This is an optimization exercise on Yosys and OpenROAD, whose aim is small area, a short achievable clock period and few clock cycles, not a production implementation.
Only simulation tests tie the RTL to the original design; equivalence was not proved.
Power figures rest on the tool's default switching activity, not on a simulated workload.

==> flow/design.v <==
module ghash_unit (
    input  wire         clk,
    input  wire         rst,       
    input  wire         s_valid,
    output wire         s_ready,
    input  wire [127:0] s_data,    
    input  wire [4:0]   s_bytes,   
    input  wire         s_aad,     
    input  wire         s_last,    
    input  wire [127:0] s_h,       
    output wire         o_valid,
    output wire [127:0] o_hash
);
    localparam [1:0] S_IDLE = 2'd0,
                     S_MUL  = 2'd1,
                     S_DONE = 2'd2;
    localparam [127:0] R_POLY = {8'he1, 120'd0};
    reg [1:0]   state;
    reg         open;        
    reg         len_next;    
    reg         len_now;     
    reg [6:0]   bit_cnt;
    reg [127:0] h;           
    reg [127:0] x;           
    reg [127:0] v;           
    reg [127:0] y;           
    reg [15:0]  aad_len;     
    reg [15:0]  dat_len;     
    wire accept = s_valid & s_ready;
    wire first  = ~open;
    reg [127:0] byte_mask;
    integer k;
    always @(*) begin
        for (k = 0; k < 16; k = k + 1)
            byte_mask[127 - 8*k -: 8] = (k < s_bytes) ? 8'hff : 8'h00;
    end
    wire [127:0] blk     = s_data & byte_mask;
    wire [127:0] y_start = first ? 128'd0 : y;
    wire [127:0] h_start = first ? s_h : h;
    wire [15:0] aad_base = first ? 16'd0 : aad_len;
    wire [15:0] dat_base = first ? 16'd0 : dat_len;
    wire [15:0] aad_new  = s_aad ? aad_base + {11'd0, s_bytes} : aad_base;
    wire [15:0] dat_new  = s_aad ? dat_base : dat_base + {11'd0, s_bytes};
    function [127:0] len_block(input [15:0] a, input [15:0] c);
        len_block = {42'd0, a, 3'd0, 45'd0, c, 3'd0};
    endfunction
    wire [127:0] y_step = x[127] ? (y ^ v) : y;
    wire [127:0] v_step = v[0] ? ((v >> 1) ^ R_POLY) : (v >> 1);
    wire         mul_end = (bit_cnt == 7'd127);
    always @(posedge clk) begin
        if (rst) begin
            state    <= S_IDLE;
            open     <= 1'b0;
            len_next <= 1'b0;
            len_now  <= 1'b0;
            bit_cnt  <= 7'd0;
        end else begin
            case (state)
            S_IDLE: begin
                if (accept) begin
                    open    <= 1'b1;
                    h       <= h_start;
                    aad_len <= aad_new;
                    dat_len <= dat_new;
                    bit_cnt <= 7'd0;
                    if (s_bytes != 5'd0) begin
                        x        <= y_start ^ blk;
                        v        <= h_start;
                        y        <= 128'd0;
                        len_next <= s_last;
                        len_now  <= 1'b0;
                        state    <= S_MUL;
                    end else if (s_last) begin
                        x        <= y_start ^ len_block(aad_new, dat_new);
                        v        <= h_start;
                        y        <= 128'd0;
                        len_next <= 1'b0;
                        len_now  <= 1'b1;
                        state    <= S_MUL;
                    end else begin
                        y <= y_start;
                    end
                end
            end
            S_MUL: begin
                x       <= x << 1;
                v       <= v_step;
                y       <= y_step;
                bit_cnt <= bit_cnt + 7'd1;
                if (mul_end) begin
                    if (len_next) begin
                        x        <= y_step ^ len_block(aad_len, dat_len);
                        v        <= h;
                        y        <= 128'd0;
                        len_next <= 1'b0;
                        len_now  <= 1'b1;
                    end else if (len_now) begin
                        state <= S_DONE;
                    end else begin
                        state <= S_IDLE;
                    end
                end
            end
            S_DONE: begin
                open    <= 1'b0;
                len_now <= 1'b0;
                state   <= S_IDLE;
            end
            default: state <= S_IDLE;
            endcase
        end
    end
    assign s_ready = (state == S_IDLE);
    assign o_valid = (state == S_DONE);
    assign o_hash  = y;
endmodule
==> flow/run.sh <==
#!/bin/bash
# synth_recipe.tcl (not shown) runs the flow's synth.tcl, then flattens the netlist and writes it again
# the make line also repeats each setting of config.mk as NAME=value (left out here)
make -C /OpenROAD-flow-scripts/flow DESIGN_CONFIG=/design/flow/config.mk WORK_HOME=/design/flow/orfs CLKGATE_MAP_FILE= SYNTH_SCRIPT=/design/flow/synth_recipe.tcl finish
==> flow/config.mk <==
export PLATFORM = sky130hd
export DESIGN_NAME = ghash_unit
export DESIGN_NICKNAME = ghash_unit
export VERILOG_FILES = /design/flow/design.v
export SDC_FILE = /design/flow/constraint.sdc
export NUM_CORES = 4
export LEC_CHECK = 0
export CAP_MARGIN = 20
export CORE_MARGIN = 2
export CORE_UTILIZATION = 40
export SLEW_MARGIN = 20
==> flow/constraint.sdc <==
create_clock -name core_clock -period 3.5 [get_ports {clk}]
set_input_delay 0.7000 -clock core_clock [delete_from_list [all_inputs] [get_ports {clk}]]
set_output_delay 0.7000 -clock core_clock [all_outputs]
set_load 0.01 [all_outputs]
==> impl_metrics.ini <==
[run_status]
status = no timing/DRC/antenna violations

[grt]
grt_start_max_net_pins = 220
grt_use_total_pct = 22.3
overflow = 0
grt_pass1_vias = 24600
grt_pass1_wl_um = 144000
antenna_found_initial = 8

[power_and_ir_drop]
p_int_w = 0.0148
power_frac_seq_pct = 43.0
pwr-share-clk_pct = 33.2
p_leak_nw = 13.6
power.share.combinational_pct = 23.8
max-vdd-ir-drop_mv = 0.355
switchingPower_w = 0.00651
switching_share_pct = 30.5
power_per_cell_area_nw_per_um2 = 542

[floorplan]
std_cell_rows = 103
initial_core_util_pct = 40.4
dieArea_um2 = 81900
fp.dieW_um = 286
io_pins = 396
core_area_um2 = 78900
die_y_um = 286

[drt]
first_pass_iters = 6
avgViaCountPerCell = 5.48
drc = 0
vias = 25900
wire_per_inst_um = 19.7
wl_met3_um = 6230
wl_met2_um = 42900
ant_nets = 0
drt_iter0_markers = 2066
top_layer = met5
wl_um = 93200
met1_length_um = 41200

[timing]
grt_setup_unrepaired = no
slew_violations = 0
min_period_ps = 3080
clock_skew_ps = 26.1
timing.fmax_mhz = 325
hold_violations = 0
fin_crit_sh_pct = 88.0
setup_tns_ps = 0
worst_slew_pin_slew_ps = 1080
setup_violations = 0
relSlewSlack_pct = 27.8

[worst_setup_path]
path_max_fanout = 57
rrSetupSlack_ps = 420
startpoint_type = flip-flop
cp-end-kind = flip-flop
path_class = flip-flop to flip-flop
r2r_start = open
crit_required_ps = 3830
reg2reg_depth = 8
arrival_ps = 3400
r2r-end = x[16]

[hold_path]
min_to = state[1]
hold_class = flip-flop to flip-flop
whs_path_depth = 2
hold_path_startpoint = len_now

[flow_run]
drv_cap = 0

[clocking]
clock-sinks = 556
cts_made_buffers = 68
hold_buffers = 0
cts_resized = 0
cts_tree = built
clockBufferDepth = 3
htreeDepth = 3
post-cts-setup-buffer-count = 0
clockRootBuffer = clkbuf_16
clock_latency_ps = 610
clk_pin_slew_ps = 60

[synthesis]
synth-async-reset-ratio_pct = 0
syn-mean-instance-area_um2 = 9.60
synth_edf_count = 544
syn_inst = 3316
syn_area_um2 = 31800
ys_seq_elements = 556
synthFlopType = edfxtp_1
yosys_warnings = 1
ys_types = 79
syn_nets = 3597
yosysSeqAreaShare_pct = 52.1

[finish]
final_common_cell = nand2_1
postLayoutCoreUtil_pct = 49.9
n_fill_cell = 7291
final_layout_size_suffix_gt1_share_pct = 9.20
nets = 3901
areaGrowthSynthToFinish_pct = 23.6
final_cell_mix = 778 x nand2_1, 544 x edfxtp_1, 395 x clkdlybuf4s50_1, 274 x o21ai_0, 269 x a21oi_1
final_cells = 4726

[placed_design]
numPortBuffers = 395
dpl.hpwl_um = 60200
dp.cells = 4600
routabilityCongestion = 0.806
[sequential cells by signal (all words and copies together), names as in the netlist, 2 cells and up]
name and cells:
state 2, v 128, bit_cnt 7, x 128, aad_len 16, h 128
y 128, dat_len 16
[layer usage]
layer  up-vias  track usage, %
met3       155            4.44
met5         -               0
met4        10            7.46
met2       763            35.5
met1     12400            30.4
li1      12500               -
[synth_stat cells, drive strengths merged (12+ instances only)]
| cell type | number | share of area (%) |
|---|---|---|
| a22oi | 17 | 0.42 |
| xnor2 | 82 | 2.3 |
| a31oi | 127 | 2.5 |
| a21oi | 270 | 4.2 |
| xor2 | 211 | 5.8 |
| inv | 14 | 0.17 |
| and2 | 16 | 0.31 |
| and3 | 23 | 0.45 |
| o21ai | 284 | 4.5 |
| o31ai | 127 | 3.0 |
| ha | 13 | 0.51 |
| nor2 | 251 | 3.0 |
| clkbuf | 170 | 2.0 |
| buf | 73 | 1.1 |
| dfxtp | 12 | 0.75 |
| edfxtp | 544 | 51 |
| nand2 | 779 | 9.2 |
| nor3 | 26 | 0.42 |
| mux2 | 131 | 4.6 |
| nand3 | 40 | 0.63 |
[through the flow]
step	hold slack, ps	total power [W]	worst slack [ps]	instance area (µm²)
floorplan	439	0.0126	-3330	31900
global placement	453	0.0143	29.0	37200
detailed placement	465	0.0144	-9.05	37200
CTS	474	0.0215	432	39300
global route	496	0.0224	202	39400
finish	479	0.0213	422	39400
[worst max-delay path by stage]
stage | cells past startpoint | startpoint | end
CTS | 8 | open | x[16]
floorplan | 8 | state[1] | v[0]
finish | 8 | open | x[16]
detailed placement | 11 | s_bytes[0] | x[77]
global route | 8 | open | y[46]
global placement | 11 | s_bytes[0] | x[77]
[logic make-up after synthesis]
family          synth area share [%]
fa+ha+maj                      0.703
xor+xnor                        8.06
mux                             4.82
buf+inv                         3.25
compound gates                  16.3
flops                           52.1
simple gates                    14.8
[layout make-up]
type	count	area [µm²]	area share (%)
Inverter	14	57.6	0.146
Timing Repair Buffer	477	4880	12.4
Multi-Input combinational cell	2503	14300	36.4
Tap cell	1050	1310	3.34
Clock inverter	34	334	0.849
Antenna cell	3	7.51	0.0191
Sequential cell	556	16600	42.1
Clock buffer	89	1840	4.69
[worst max-delay path: stages, from the launching register on]
cell and delay (ps):
dfxtp_4 480, buf_4 630, and2_1 420, a41oi_1 270, a211oi_1 450, xnor2_1 210
a22oi_2 90, xnor2_1 170, o21ai_1 70
[power groups by stage]
stage / clock, W / combinational [W] / sequential, W
5_1_grt: 0.00746 / 0.00566 / 0.00928
4_1_cts: 0.00724 / 0.00512 / 0.00918
6_report: 0.00707 / 0.00507 / 0.00918
3_5_place_dp: 0 / 0.00509 / 0.00930
3_3_place_gp: 0 / 0.00502 / 0.00929
2_1_floorplan: 0 / 0.00335 / 0.00922
Testbench counts, summed over its fixed seeds: cycles 622,038.

separate check: timing with driven ports:
The flow's constraints put no driver on any port. The routed layout listed below was extracted and timed again, unchanged, in two steps.
Step 1 sets driving cells, clkbuf_16 on the clock port and buf_2 on the other inputs (assumed; they add their load-dependent delay and slew).
Step 2 moves the port delays by t, midway between the first and last clock arrival at a register: inputs arrive t later, outputs are due t later. That takes back most of the time a late clock gives input paths.
Slacks: ideal ports / drivers / drivers and shift; pairs: ideal ports / drivers.
t (ns): 0.659
slack for setup (ns): 0.422 / 0.422 / -0.181
slew at the worst register clock pin (ns): 0.06 / 0.06
Met with ideal ports but missed after step 2: setup timing in this run. For this run, drivers alone change the setup slack by 0.000 ns; drivers and shift together by -0.603 ns.
